Background: an optimization exercise with open tools, aiming at small area. Do not read the settings as production practice.
RTL that was checked went through simulation tests only; none was proved equivalent to the original.
Power and IR drop assume default switching activity.

==> nickel: inputs <==
## trfu
module trfu (
    input  wire        clk,
    input  wire        rst,        
    input  wire        line_in,    
    output wire        line_out,   
    output wire        line_oe,    
    input  wire [15:0] addr,
    input  wire [7:0]  wdata,
    input  wire        we,
    input  wire        re,
    output reg  [7:0]  rdata,
    output wire        exit_app
);
clock: 10.0 ns
lec_check: 0
cap_margin: 20
core_margin: 2
core_utilization: 40
slew_margin: 20
synth_hierarchical: 1
run.sh (not shown) runs the stock make flow with config.mk's settings and CLKGATE_MAP_FILE= SYNTH_SCRIPT=/design/flow/synth_recipe.tcl, a recipe that flattens the netlist after the stock synthesis.
==> zinc (differences from nickel) <==
--- a/flow/design.v
+++ b/flow/design.v
@@ -33,46 +33,33 @@
     reg [7:0]  seqw;
     reg [5:0]  lenw;            
     reg [5:0]  bidx;            
     reg [7:0]  rxseq, rxck, txseq, txck;
     reg [15:0] txlen;
     reg [2:0]  retry;           
     reg [3:0]  event_r;
-    reg [7:0] rxring [0:31];
-    reg [4:0] rot;
-    reg [7:0] rxpend;
-    reg       rxpflag;
+    reg [7:0] rxbuf [0:31];     
     reg [7:0] txbuf [0:31];
     wire [10:0] t_p = {1'b0, t_h} + {1'b0, t_l};
     wire [8:0]  t_q = t_p[10:2];
     wire [10:0] t_w = t_p - {3'b000, t_p[10:3]};
     wire rx   = line_in;
     wire fall = prev & ~rx;
     wire rise = ~prev & rx;
     wire held = (phase == PH_HELD);
     wire txing = (phase == PH_TRANSMIT);
     assign line_oe  = txing;
     assign line_out = ~(txing & st[0]);
     assign exit_app = (phase == PH_EXITED);
     wire [5:0] rxlen = (held | txing) ? bidx : 6'd0;
     wire [7:0] status = {1'b0, tvalid, exit_app, txing, held, phase};
+    wire [4:0] rx_ridx = bidx[4:0] + ~addr[4:0];       
+    wire [7:0] rx_rd = rxbuf[rx_ridx];
+    wire [7:0] tx_rd = txbuf[addr[4:0]];
     wire       low12 = (addr[11:5] == 7'd0);
-    wire [4:0] rx_ridx = addr[4:0] + rot;
-    wire       rd_rx = (addr[15:12] == 4'h1) && low12;
-    wire       rd_tx = (addr[15:12] == 4'h2) && low12;
-    wire [31:0] sel_rx = {31'd0, rd_rx} << rx_ridx;
-    wire [31:0] sel_tx = {31'd0, rd_tx} << addr[4:0];
-    wire [255:0] rx_flat, tx_flat;
-    genvar gi;
-    generate for (gi = 0; gi < 32; gi = gi + 1) begin : FLAT
-        assign rx_flat[8*gi+7:8*gi] = rxring[gi];
-        assign tx_flat[8*gi+7:8*gi] = txbuf[gi];
-    end endgenerate
-    wire [7:0] buf_rd;
-    trfu_aomux #(.N(64)) u_rdmux (.d({tx_flat, rx_flat}), .sel({sel_tx, sel_rx}), .y(buf_rd));
     always @* begin
         rdata = 8'h00;
         if (addr[15:12] == 4'h0 && low12) begin
             case (addr[4:0])
                 5'h01: rdata = status;
                 5'h02: rdata = {4'd0, event_r};
                 5'h03: rdata = {5'd0, retry};
@@ -95,39 +82,38 @@
                 5'h15: rdata = txlen[15:8];
                 5'h16: rdata = 8'd32;
                 5'h18: rdata = 8'd32;
                 5'h1A: rdata = START_MARKER;
                 5'h1B: rdata = TOKEN;
                 default: rdata = 8'h00;
             endcase
-        end else begin
-            rdata = buf_rd;
+        end else if (addr[15:12] == 4'h1 && low12) begin
+            rdata = rx_rd;
+        end else if (addr[15:12] == 4'h2 && low12) begin
+            rdata = tx_rd;
         end
     end
     wire [9:0] pos    = aux[9:0];
     wire       pre    = pos[9];
     wire       pre_z  = (pos[9:1] == 9'h1FF);
     wire [5:0] byte_j = pos[8:3];
     wire [2:0] bit_i  = pos[2:0];
     wire [5:0] jm5    = byte_j - 6'd5;
     wire [5:0] nlast  = txlen[5:0] + 6'd5;               
     wire       is_last_byte = (byte_j == nlast);
     wire       is_trailer   = !pre && (byte_j == nlast + 6'd1);
-    wire [31:0] sel_txp = 32'd1 << jm5[4:0];
-    wire [7:0]  txp_rd;
-    trfu_aomux #(.N(32)) u_txmux (.d(tx_flat), .sel(sel_txp), .y(txp_rd));
     reg [7:0] frame_byte;
     always @* begin
         case (byte_j)
             6'd0: frame_byte = START_MARKER;
             6'd1: frame_byte = txseq;
             6'd2: frame_byte = 8'h00;
             6'd3: frame_byte = txlen[7:0];
             6'd4: frame_byte = TOKEN;
-            default: frame_byte = is_last_byte ? ck : txp_rd;
+            default: frame_byte = is_last_byte ? ck : txbuf[jm5[4:0]];
         endcase
     end
     wire cur_one  = pre ? !pre_z : (!is_trailer && frame_byte[bit_i]);
     wire is_final = is_last_byte && (bit_i == 3'd7);
     wire [9:0] ztail  = {1'b0, t_q} + {8'd0, t_p[1:0]};    
     wire [9:0] ftail  = (ztail > 10'd6) ? ztail - 10'd5 : 10'd1;
     reg  [9:0] dur;
@@ -457,54 +443,16 @@
         discard <= discard_n;
         fs      <= fs_n;
         ck      <= ck_n;
         seqw    <= seqw_n;
         lenw    <= lenw_n;
         bidx    <= bidx_n;
     end
-    wire rx_ins = rxpflag && (rot + bidx[4:0] == 5'd0);
     integer k;
     always @(posedge clk) begin
-        rot <= rot + 5'd1;
-        for (k = 31; k > 0; k = k - 1) rxring[k] <= rxring[k-1];
-        rxring[0] <= rx_ins ? rxpend : rxring[31];
-        if (rx_shift) rxpend <= srs;
-        rxpflag <= rx_shift | (rxpflag & !rx_ins);
-        if (txbuf_we) txbuf[addr[4:0]] <= wdata;
-    end
-endmodule
-module trfu_aomux #(parameter N = 32) (
-    input  wire [8*N-1:0] d,
-    input  wire [N-1:0]   sel,
-    output wire [7:0]     y
-);
-    localparam K = (N + 2) / 3;
-    wire [3*K-1:0] s = {{(3*K-N){1'b0}}, sel};
-    genvar b, g;
-    generate for (b = 0; b < 8; b = b + 1) begin : BIT
-        wire [3*K-1:0] v;
-        for (g = 0; g < N; g = g + 1) begin : V
-            assign v[g] = d[8*g+b];
-        end
-        for (g = N; g < 3*K; g = g + 1) begin : Z
-            assign v[g] = 1'b0;
+        if (!rst && rx_shift) begin
+            for (k = 31; k > 0; k = k - 1) rxbuf[k] <= rxbuf[k-1];
+            rxbuf[0] <= srs;
         end
-        wire [K-1:0] n;
-        for (g = 0; g < K; g = g + 1) begin : G
-            trfu_aoi222 u (.a1(v[3*g]), .a2(s[3*g]), .b1(v[3*g+1]), .b2(s[3*g+1]),
-                           .c1(v[3*g+2]), .c2(s[3*g+2]), .y(n[g]));
-        end
-        trfu_nandn #(.K(K)) u_or (.a(n), .y(y[b]));
-    end endgenerate
-endmodule
-module trfu_aoi222 (
-    input  wire a1, a2, b1, b2, c1, c2,
-    output wire y
-);
-    assign y = ~((a1 & a2) | (b1 & b2) | (c1 & c2));
-endmodule
-module trfu_nandn #(parameter K = 4) (
-    input  wire [K-1:0] a,
-    output wire         y
-);
-    assign y = ~&a;
+        if (!rst && txbuf_we) txbuf[addr[4:0]] <= wdata;
+    end
 endmodule
--- a/flow/config.mk
+++ b/flow/config.mk
@@ -5,8 +5,7 @@
 export SDC_FILE = /design/flow/constraint.sdc
 export NUM_CORES = 4
 export LEC_CHECK = 0
 export CAP_MARGIN = 20
 export CORE_MARGIN = 2
 export CORE_UTILIZATION = 40
 export SLEW_MARGIN = 20
-export SYNTH_HIERARCHICAL = 1
==> qor summary <==
Run status: nickel timing/DRC/antenna clean; zinc timing/DRC/antenna clean
Cell-internal power: nickel 5.018 mW; zinc 5.077 mW
Uppermost layer routed: nickel met5; zinc met4
Worst-path maximum fanout: nickel 9; zinc 8
Placeable Area: nickel 78,870 um2; zinc 88,780 um2
Post-synthesis instance area: nickel 31,820 um2; zinc 35,950 um2
CP Buf/Inv Count: nickel 4; zinc 3
Hold WS: nickel 327.7 ps; zinc 443.0 ps
Metal1 wirelength: nickel 48,510 um; zinc 53,060 um
First-pass GRT wire length: nickel 181,700 um; zinc 188,700 um
Static leakage power: nickel 12.51 nW; zinc 13.37 nW
Endpoint of the worst hold-timing path: nickel rxring[2][4]$_DFF_P_; zinc rxbuf[23][0]$_DFFE_PP_
Fraction of area in registers: nickel 0.4522; zinc 0.4596
Area of all placed cells without fillers: nickel 36,320 um2; zinc 40,550 um2
Detailed-routing iteration count for the pre-antenna-repair pass: nickel 14; zinc 7
Fraction of met1 tracks used by global routing: nickel 0.3845; zinc 0.3894
Final weighted congestion of routability-driven global placement: nickel 1.041; zinc 0.9715
Top flip-flop cell by instance count after synthesis: nickel sky130_fd_sc_hd__dfxtp_1; zinc sky130_fd_sc_hd__edfxtp_1
Worst supply voltage drop on vdd: nickel 0.0001702 V; zinc 0.0001621 V
Final worst clock skew: nickel 36.96 ps; zinc 32.05 ps


==> ember: inputs <==
trfu, a different RTL version from the one above (not shown whole).
clock: 10.0 ns
lec_check: 0
cap_margin: 20
core_margin: 2
core_utilization: 55
cts_cluster_diameter: 100
cts_cluster_size: 25
slew_margin: 20
synth_hierarchical: 1
==> inputs of willow, as changes to ember <==
--- a/flow/design.v
+++ b/flow/design.v
@@ -107,31 +107,43 @@
     wire c_3000 = c1[11] & c1[9] & c1[8] & c1[7] & c1[5] & c1[4] & c1[3];
     wire c_1000 = c1[9] & c1[8] & c1[7] & c1[6] & c1[5] & c1[3];
     wire [5:0] rxlen = (held | txing) ? bidx : 6'd0;
     wire       low12 = (addr[11:5] == 7'd0);
     wire       page0 = (addr[15:12] == 4'h0) && low12;
     wire       rd_rx = (addr[15:12] == 4'h1) && low12;
     wire       rd_tx = (addr[15:12] == 4'h2) && low12;
-    wire [4:0] slot;
-    wire [5:0] sc5;
-    assign sc5[0] = 1'b0;
-    generate for (gi = 0; gi < 5; gi = gi + 1) begin : SLOT
-        assign slot[gi]  = addr[gi] ^ rot[gi] ^ sc5[gi];
-        assign sc5[gi+1] = (addr[gi] & rot[gi]) | (sc5[gi] & (addr[gi] ^ rot[gi]));
+    wire [1:0] slo;
+    wire       slc1, slc2;
+    assign slo[0] = addr[0] ^ rot[0];
+    assign slc1   = addr[0] & rot[0];
+    assign slo[1] = addr[1] ^ rot[1] ^ slc1;
+    assign slc2   = (addr[1] & rot[1]) | (slc1 & (addr[1] ^ rot[1]));
+    wire [2:0] shi;
+    wire [3:0] shc;
+    assign shc[0] = 1'b0;
+    generate for (gi = 0; gi < 3; gi = gi + 1) begin : SHI
+        assign shi[gi]   = addr[gi+2] ^ rot[gi+2] ^ shc[gi];
+        assign shc[gi+1] = (addr[gi+2] & rot[gi+2]) | (shc[gi] & (addr[gi+2] ^ rot[gi+2]));
+    end endgenerate
+    wire [3:0] dlo  = 4'd1 << slo;
+    wire [7:0] dhi0 = 8'd1 << shi;
+    wire [7:0] dhi  = slc2 ? {dhi0[6:0], dhi0[7]} : dhi0;
+    wire [31:0] dec;
+    generate for (gi = 0; gi < 32; gi = gi + 1) begin : DEC
+        assign dec[gi] = dhi[gi / 4] & dlo[gi % 4];
     end endgenerate
-    wire [31:0] dec  = 32'd1 << slot;
     wire [255:0] rx_flat, tx_flat;
     generate for (gi = 0; gi < 32; gi = gi + 1) begin : FLAT
         assign rx_flat[8*gi+7:8*gi] = rxring[gi];
         assign tx_flat[8*gi+7:8*gi] = txring[gi];
     end endgenerate
     wire [7:0] rx_rd, tx_raw;
     trfu_aomux #(.N(32)) u_rxmux (.d(rx_flat), .sel(dec), .y(rx_rd));
     trfu_aomux #(.N(32)) u_txmux (.d(tx_flat), .sel(dec), .y(tx_raw));
-    wire [7:0] tx_rd = tx_raw ^ {8{slot[0]}};
+    wire [7:0] tx_rd = tx_raw ^ {8{slo[0]}};    
     wire [31:0] rsel = 32'd1 << addr[4:0];
     wire [7:0] reg_rd;
     trfu_aoterms #(.T(21)) u_reg0 (.a({rsel[26], txlen[8], txlen[0], txck[0], txseq[0], rxlen[0], rxck[0], rxseq[0], t_p[8], t_p[0], t_w[8], t_w[0], t_q[8], t_q[0], t_l[8], t_l[0], t_h[8], t_h[0], retry[0], event_r[0], phase[0]}),
         .s({rsel[26], rsel[21], rsel[20], rsel[19], rsel[18], rsel[16], rsel[15], rsel[14], rsel[13], rsel[12], rsel[11], rsel[10], rsel[9], rsel[8], rsel[7], rsel[6], rsel[5], rsel[4], rsel[3], rsel[2], rsel[1]}), .y(reg_rd[0]));
     trfu_aoterms #(.T(21)) u_reg1 (.a({rsel[27], rsel[26], txlen[9], txlen[1], txck[1], txseq[1], rxlen[1], rxck[1], rxseq[1], t_p[9], t_p[1], t_w[9], t_w[1], t_q[1], t_l[9], t_l[1], t_h[9], t_h[1], retry[1], event_r[1], phase[1]}),
         .s({rsel[27], rsel[26], rsel[21], rsel[20], rsel[19], rsel[18], rsel[16], rsel[15], rsel[14], rsel[13], rsel[12], rsel[11], rsel[10], rsel[8], rsel[7], rsel[6], rsel[5], rsel[4], rsel[3], rsel[2], rsel[1]}), .y(reg_rd[1]));
     trfu_aoterms #(.T(18)) u_reg2 (.a({rsel[27], txlen[10], txlen[2], txck[2], txseq[2], rxlen[2], rxck[2], rxseq[2], t_p[10], t_p[2], t_w[10], t_w[2], t_q[2], t_l[2], t_h[2], retry[2], event_r[2], phase[2]}),
==> flow/config.mk (replaced) <==
export PLATFORM = sky130hd
export DESIGN_NAME = trfu
export DESIGN_NICKNAME = trfu
export VERILOG_FILES = /design/flow/design.v
export SDC_FILE = /design/flow/constraint.sdc
export NUM_CORES = 4
export LEC_CHECK = 0
export CAP_MARGIN = 20
export CORE_MARGIN = 2
export CORE_UTILIZATION = 60
export CTS_CLUSTER_DIAMETER = 100
export CTS_CLUSTER_SIZE = 25
export SLEW_MARGIN = 20
export SYNTH_HIERARCHICAL = 1
==> summary.txt <==
=====================================================================
Portion of the layout cell area used by clock cells             2.85%
Highest metal layer used by the detailed router                  met5
Portion of total power attributed to the clock network          31.4%
Die extent in y                                           217 microns
CP Launch Type                                              flip-flop
Met2 global-route usage                                         63.7%
Outcome                                                  complete, no violations
Post-placement worst setup slack                             0.420 ns
Initial DRT Pass Iterations                                        13
=====================================================================
[end of results for willow]
==> summary.txt <==
====================================================================
Portion of the layout cell area used by clock cells            2.86%
Overflow left after global routing                                 0
Outcome                                                 complete, no violations
Critical path data arrival time                              7.85 ns
Standard cell core area                                 48,800 sq um
CP Launch Type                                             input pin
Multi-input gate area in the final layout               12,900 sq um
Max Slew Vio Count                                                 0
Initial core utilization                                       55.6%
Xor-xnor portion of the synthesized cell area                  2.38%
Fraction of the mapped netlist area in compound gates          15.3%
Met2 global-route usage                                        54.5%
Initial DRT Pass Iterations                                       14
====================================================================
[end of results for ember]
For ember, only the layout was checked, not whether the RTL still works.


==> run E <==
Another version of the RTL of trfu (not shown whole).
Settings: LEC_CHECK=0, CAP_MARGIN=0, CORE_MARGIN=2, CORE_UTILIZATION=40, CTS_BUF_LIST=sky130_fd_sc_hd__clkbuf_8, CTS_CLUSTER_SIZE=20, SLEW_MARGIN=0, SYNTH_HIERARCHICAL=1; clock period 10.0 ns.
==> run X: changes against run E <==
--- a/flow/design.v
+++ b/flow/design.v
@@ -39,12 +39,13 @@
     reg [3:0]  event_r;
     reg [4:0] rot;
     reg [7:0] rxring [0:31];
     reg [7:0] txring [0:31];
     reg [7:0] pend;
     reg       pflag;
+    wire idle  = ~phase[2] & ~phase[1] & ~phase[0];
     wire recov = ~phase[2] & ~phase[1] & phase[0];
     wire recv  = phase[1] & ~phase[0];
     wire held  = phase[1] & phase[0];
     wire txing = phase[2] & ~phase[0];
     assign exit_app = phase[2] & phase[0];
     assign line_oe  = txing;
@@ -66,12 +67,19 @@
     wire [10:0] wn_lo;           
     generate for (gi = 0; gi < 11; gi = gi + 1) begin : WSUB
         assign t_w[gi]  = t_p[gi] ^ p8n[gi] ^ wc[gi];
         assign wn_lo[gi] = ~(t_p[gi] ^ p8n[gi] ^ wc[gi]);
         assign wc[gi+1] = (t_p[gi] & p8n[gi]) | (wc[gi] & (t_p[gi] ^ p8n[gi]));
     end endgenerate
+    wire [5:0] b1;
+    wire [6:0] bc;
+    assign bc[0] = 1'b1;
+    generate for (gi = 0; gi < 6; gi = gi + 1) begin : BINC
+        assign b1[gi]   = bidx[gi] ^ bc[gi];
+        assign bc[gi+1] = bidx[gi] & bc[gi];
+    end endgenerate
     wire [11:0] c1;
     wire [12:0] cc;
     assign cc[0] = 1'b1;
     generate for (gi = 0; gi < 12; gi = gi + 1) begin : CINC
         assign c1[gi]   = cnt[gi] ^ cc[gi];
         assign cc[gi+1] = cnt[gi] & cc[gi];
@@ -91,14 +99,14 @@
     end endgenerate
     wire w_hit = gw[12];
     wire rx   = line_in;
     wire fall = prev & ~rx;
     wire rise = ~prev & rx;
     wire [10:0] lowrun1 = prev ? 11'd0 : a1;
-    wire lr_hit = (lowrun1 == t_p);
-    wire p2_hit = (c1 == {t_p, 1'b0});
+    wire lr_hit = ~prev & (a1 == t_p);
+    wire p2_hit = ~c1[0] & (c1[11:1] == t_p);
     wire c_3000 = c1[11] & c1[9] & c1[8] & c1[7] & c1[5] & c1[4] & c1[3];
     wire c_1000 = c1[9] & c1[8] & c1[7] & c1[6] & c1[5] & c1[3];
     wire [5:0] rxlen = (held | txing) ? bidx : 6'd0;
     wire       low12 = (addr[11:5] == 7'd0);
     wire       page0 = (addr[15:12] == 4'h0) && low12;
     wire       rd_rx = (addr[15:12] == 4'h1) && low12;
@@ -195,25 +203,26 @@
     reg [7:0]  rxseq_n, rxck_n, txseq_n, txck_n;
     reg [15:0] txlen_n;
     reg [2:0]  retry_n;
     reg [3:0]  event_n;
     reg        rx_put;
     reg        tx_we;
-    reg        ck_en;           
+    reg        ck_en;
+    reg        go_exit, go_held, tx_done;    
     reg [7:0]  srs;
     wire       ck_clr = txing ? (field == 6'd58) : (fs == FS_START);
     wire [7:0] srs_w = {~fall, sr[7:1]};
     wire [7:0] ck_op = txing ? fbyte : srs_w;
     wire [7:0] ck_x   = (ck_clr ? 8'h00 : ck) ^ ck_op;
     task spend_retry(input [3:0] code);
         begin
             event_n = code;
             retry_n = retry + 3'd1;
             if (retry[1] & retry[0]) begin
                 event_n = 4'd10;
-                phase_n = PH_EXITED;
+                phase_n = PH_EXITED; go_exit = 1'b1;
             end else begin
                 phase_n = PH_RECOVER;
                 st_n    = 2'd0;
                 cnt_n   = 12'd0;
             end
         end
@@ -244,21 +253,21 @@
                 end
                 FS_BODY: begin
                     if (bidx[5]) begin
                         fs_n = FS_START;
                     end else begin
                         rx_put = 1'b1;
-                        bidx_n = bidx + 6'd1;
-                        if (bidx + 6'd1 == lenw) fs_n = FS_CKSUM;
+                        bidx_n = b1;
+                        if (b1 == lenw) fs_n = FS_CKSUM;
                     end
                 end
                 default: begin  
                     if (b == ck) begin
                         rxseq_n = seqw;
                         rxck_n  = b;
-                        phase_n = PH_HELD;
+                        phase_n = PH_HELD; go_held = 1'b1;
                     end
                     fs_n = FS_START;
                 end
             endcase
         end
     endtask
@@ -296,12 +305,15 @@
         txck_n    = txck;
         retry_n   = retry;
         event_n   = event_r;
         rx_put    = 1'b0;
         tx_we     = 1'b0;
         ck_en     = 1'b0;
+        go_exit   = 1'b0;
+        go_held   = 1'b0;
+        tx_done   = 1'b0;
         srs       = {1'b0, sr[7:1]};
         if (recov) begin
             if (rx == st[0]) begin            
                 st_n  = st + 2'd1;
                 cnt_n = 12'd0;
                 if (st == 2'd2) aux_n = c1[10:0];
@@ -346,13 +358,13 @@
                         cnt_n = 12'd0;
                     end else if (!rx && lr_hit) begin
                         if (st[0]) begin
                             spend_retry(4'd7);
                         end else begin
                             event_n = 4'd9;
-                            phase_n = PH_EXITED;
+                            phase_n = PH_EXITED; go_exit = 1'b1;
                         end
                     end else if (!st[0] && p2_hit) begin
                         spend_retry(4'd8);
                     end
                 end
             endcase
@@ -361,13 +373,13 @@
             if (c1[9:0] == dur) begin
                 cnt_n = 12'd0;
                 if (is_trailer) begin
                     txck_n  = sr;
                     txlen_n = 16'd0;
                     event_n = 4'd14;
-                    phase_n = PH_RECOVER;
+                    phase_n = PH_RECOVER; tx_done = 1'b1;
                     st_n    = 2'd0;
                 end else if (last_seg) begin
                     st_n  = 2'd0;
                     aux_n = a1;
                     if (byte_end && !d_last) begin
                         sr_n  = fbyte;
@@ -383,48 +395,48 @@
         end
         if (we) begin
             if (addr == 16'h0000) begin
                 case (wdata)
                     8'h00: ;
                     8'h01: begin  
-                        if (phase_n == PH_IDLE || phase_n == PH_EXITED) begin
+                        if (idle | exit_app | go_exit) begin
                             retry_n  = 3'd0;
                             tvalid_n = 1'b0;
                             event_n  = 4'd0;
                             phase_n  = PH_RECOVER;
                             st_n     = 2'd0;
                             cnt_n    = 12'd0;
                         end else begin
                             event_n = 4'd12;
                         end
                     end
                     8'h02: begin  
-                        if (phase_n != PH_HELD) begin
+                        if (!(held | go_held)) begin
                             event_n = 4'd12;
                         end else if (txlen[15:6] != 10'd0 || (txlen[5] && txlen[4:0] != 5'd0)) begin
                             event_n = 4'd13;
                         end else begin
                             phase_n = PH_TRANSMIT;
                             st_n    = 2'd0;
                             cnt_n   = 12'd0;
                             aux_n   = 11'd959;
                         end
                     end
                     8'h03: begin  
-                        if (phase_n == PH_HELD) begin
+                        if (held | go_held) begin
                             phase_n = PH_RECOVER;
                             st_n    = 2'd0;
                             cnt_n   = 12'd0;
                         end else begin
                             event_n = 4'd12;
                         end
                     end
                     8'h04: phase_n = PH_IDLE;  
                     default: event_n = 4'd11;
                 endcase
-            end else if (phase_n != PH_TRANSMIT) begin
+            end else if (!txing | tx_done) begin
                 if (addr == 16'h0012) txseq_n = wdata;
                 if (addr == 16'h0014) txlen_n[7:0] = wdata;
                 if (addr == 16'h0015) txlen_n[15:8] = wdata;
                 if (rd_tx) tx_we = 1'b1;
             end
         end
@@ -466,26 +478,41 @@
         fs      <= fs_n;
         if (ck_en) ck <= ck_x;
         seqw    <= seqw_n;
         lenw    <= lenw_n;
         bidx    <= bidx_n;
     end
-    wire [4:0] rb = rot + bidx[4:0];
-    wire [4:0] rf = rot + field[4:0];
+    wire [4:0] rb, rf;
+    wire [5:0] rbc, rfc;
+    assign rbc[0] = 1'b0;
+    assign rfc[0] = 1'b0;
+    generate for (gi = 0; gi < 5; gi = gi + 1) begin : RADD
+        assign rb[gi]    = rot[gi] ^ bidx[gi] ^ rbc[gi];
+        assign rbc[gi+1] = (rot[gi] & bidx[gi]) | (rbc[gi] & (rot[gi] ^ bidx[gi]));
+        assign rf[gi]    = rot[gi] ^ field[gi] ^ rfc[gi];
+        assign rfc[gi+1] = (rot[gi] & field[gi]) | (rfc[gi] & (rot[gi] ^ field[gi]));
+    end endgenerate
+    wire [4:0] rot1;
+    wire [5:0] r1c;
+    assign r1c[0] = 1'b1;
+    generate for (gi = 0; gi < 5; gi = gi + 1) begin : RINC
+        assign rot1[gi]  = rot[gi] ^ r1c[gi];
+        assign r1c[gi+1] = rot[gi] & r1c[gi];
+    end endgenerate
     wire rx_ins  = pflag && (rb == 5'd0);
     wire tx_take = txing && (rf == 5'd0);      
     wire [31:0] tx_hit = {dec[30:0], dec[31]} & {32{tx_we}};
     wire [7:0] wd_n = ~wdata;
     wire [255:0] tx_next;
     generate for (gi = 0; gi < 32; gi = gi + 1) begin : TXR
         trfu_mx2i u_m [7:0] (.a0(txring[(gi + 31) % 32]), .a1((gi % 2) ? wdata : wd_n),
                              .s(tx_hit[gi]), .y(tx_next[8*gi+7:8*gi]));
     end endgenerate
     integer k;
     always @(posedge clk) begin
-        rot <= rot + 5'd1;
+        rot <= rot1;
         for (k = 0; k < 32; k = k + 1) txring[k] <= tx_next[8*k +: 8];
         for (k = 31; k > 0; k = k - 1) rxring[k] <= rxring[k-1];
         rxring[0] <= rx_ins ? pend : rxring[31];
         if (rx_put)       pend <= srs;
         else if (tx_take) pend <= ~txring[1];
         pflag <= rx_put | (pflag & !rx_ins);
CAP_MARGIN = 20   (was 0)
CORE_UTILIZATION = 70   (was 40)
CTS_BUF_LIST = not set   (was sky130_fd_sc_hd__clkbuf_8)
CTS_CLUSTER_DIAMETER = 100   (was not set)
CTS_CLUSTER_SIZE = 25   (was 20)
SLEW_MARGIN = 20   (was 0)
==> comparison <==
- Clock power: run X is smaller than run E (45%).
- Against run X, the combinational power of run E is higher by about 40%.
- Against run E, the core utilization of run X is higher by 29 points.
- Between run X and run E, the lower non-clock buffer count is in run X (gap 34).
- Between run X and run E, the lower global-route usage is in run E (gap 16 points).
- Run X ran to the end with no violations. Run E finished clean.
- Of run X and run E, run X has the higher first-iteration DRC count (gap 8.9%, measured against run E).
- Power: run X is lower than run E (23%).
==> figures <==
|  | run X | run E |
|---|---|---|
| Share of synthesized cell area in and, or, nand and nor gates | 0.118 | 0.123 |
| Non-clk buf share | 0.0346 | 0.0401 |
| Type of the worst setup path | reg -> out | in -> out |
| Run status | complete, no violations | complete, no violations |
| Area used by multi-input combinational logic | 12900 um2 | 13000 um2 |
| Clock-cell share of area | 0.0287 | 0.0760 |
| Reg-to-reg startpoint | t_h[0] | t_l[0] |
| Total leakage power | 10.8 nW | 11.8 nW |
| Metal3 WL | 9340 um | 8150 um |
| Routed vias | 22.2k | 22.7k |
| Seq/Total Area, Yosys | 0.508 | 0.507 |
| Power drawn by the sequential cells | 0.00273 W | 0.00277 W |
| Number of logic stages on the critical path including buffering | 25 | 17 |
| Worst-path clk slew | 0.10 ns | 0.06 ns |
| Global-route wire length before repair | 131000 um | 140000 um |
| Die ar. | 40400 um2 | 70200 um2 |
No functional check of the RTL was part of any run of this note.

==> re-timing with driven ports <==
In the flow no input, the clock included, has a driving cell. The finished layouts below were timed again as built, in two steps.
Step 1: set_driving_cell puts a clkbuf_16 on clk and a buf_2 on each other input, an assumption about the parent block.
Step 2 times the ports against the registers' clock, not the clock port: input delays grow and output delays shrink by t, the midpoint of the rising clock arrivals with the driver on.
Slacks: no drivers / after step 1 / after step 2; pairs: no drivers / after step 1.
run	t, ns	slack for setup (ns)	worst data-port slew with drivers (ns)
nickel	0.708	1.020 / 0.950 / 1.051	0.13
zinc	0.715	0.812 / 0.788 / 0.788	0.12
ember	0.690	0.151 / 0.125 / 0.125	0.07
willow	0.684	0.261 / 0.201 / 0.303	0.09
run E	0.784	0.140 / 0.112 / 0.115	0.04
run X	0.695	0.257 / 0.197 / 0.254	0.11
After both steps setup and hold are still met in every run listed. The setup slack of ember, which loses most, moves by -0.026 ns with the drivers and by -0.026 ns with both steps.
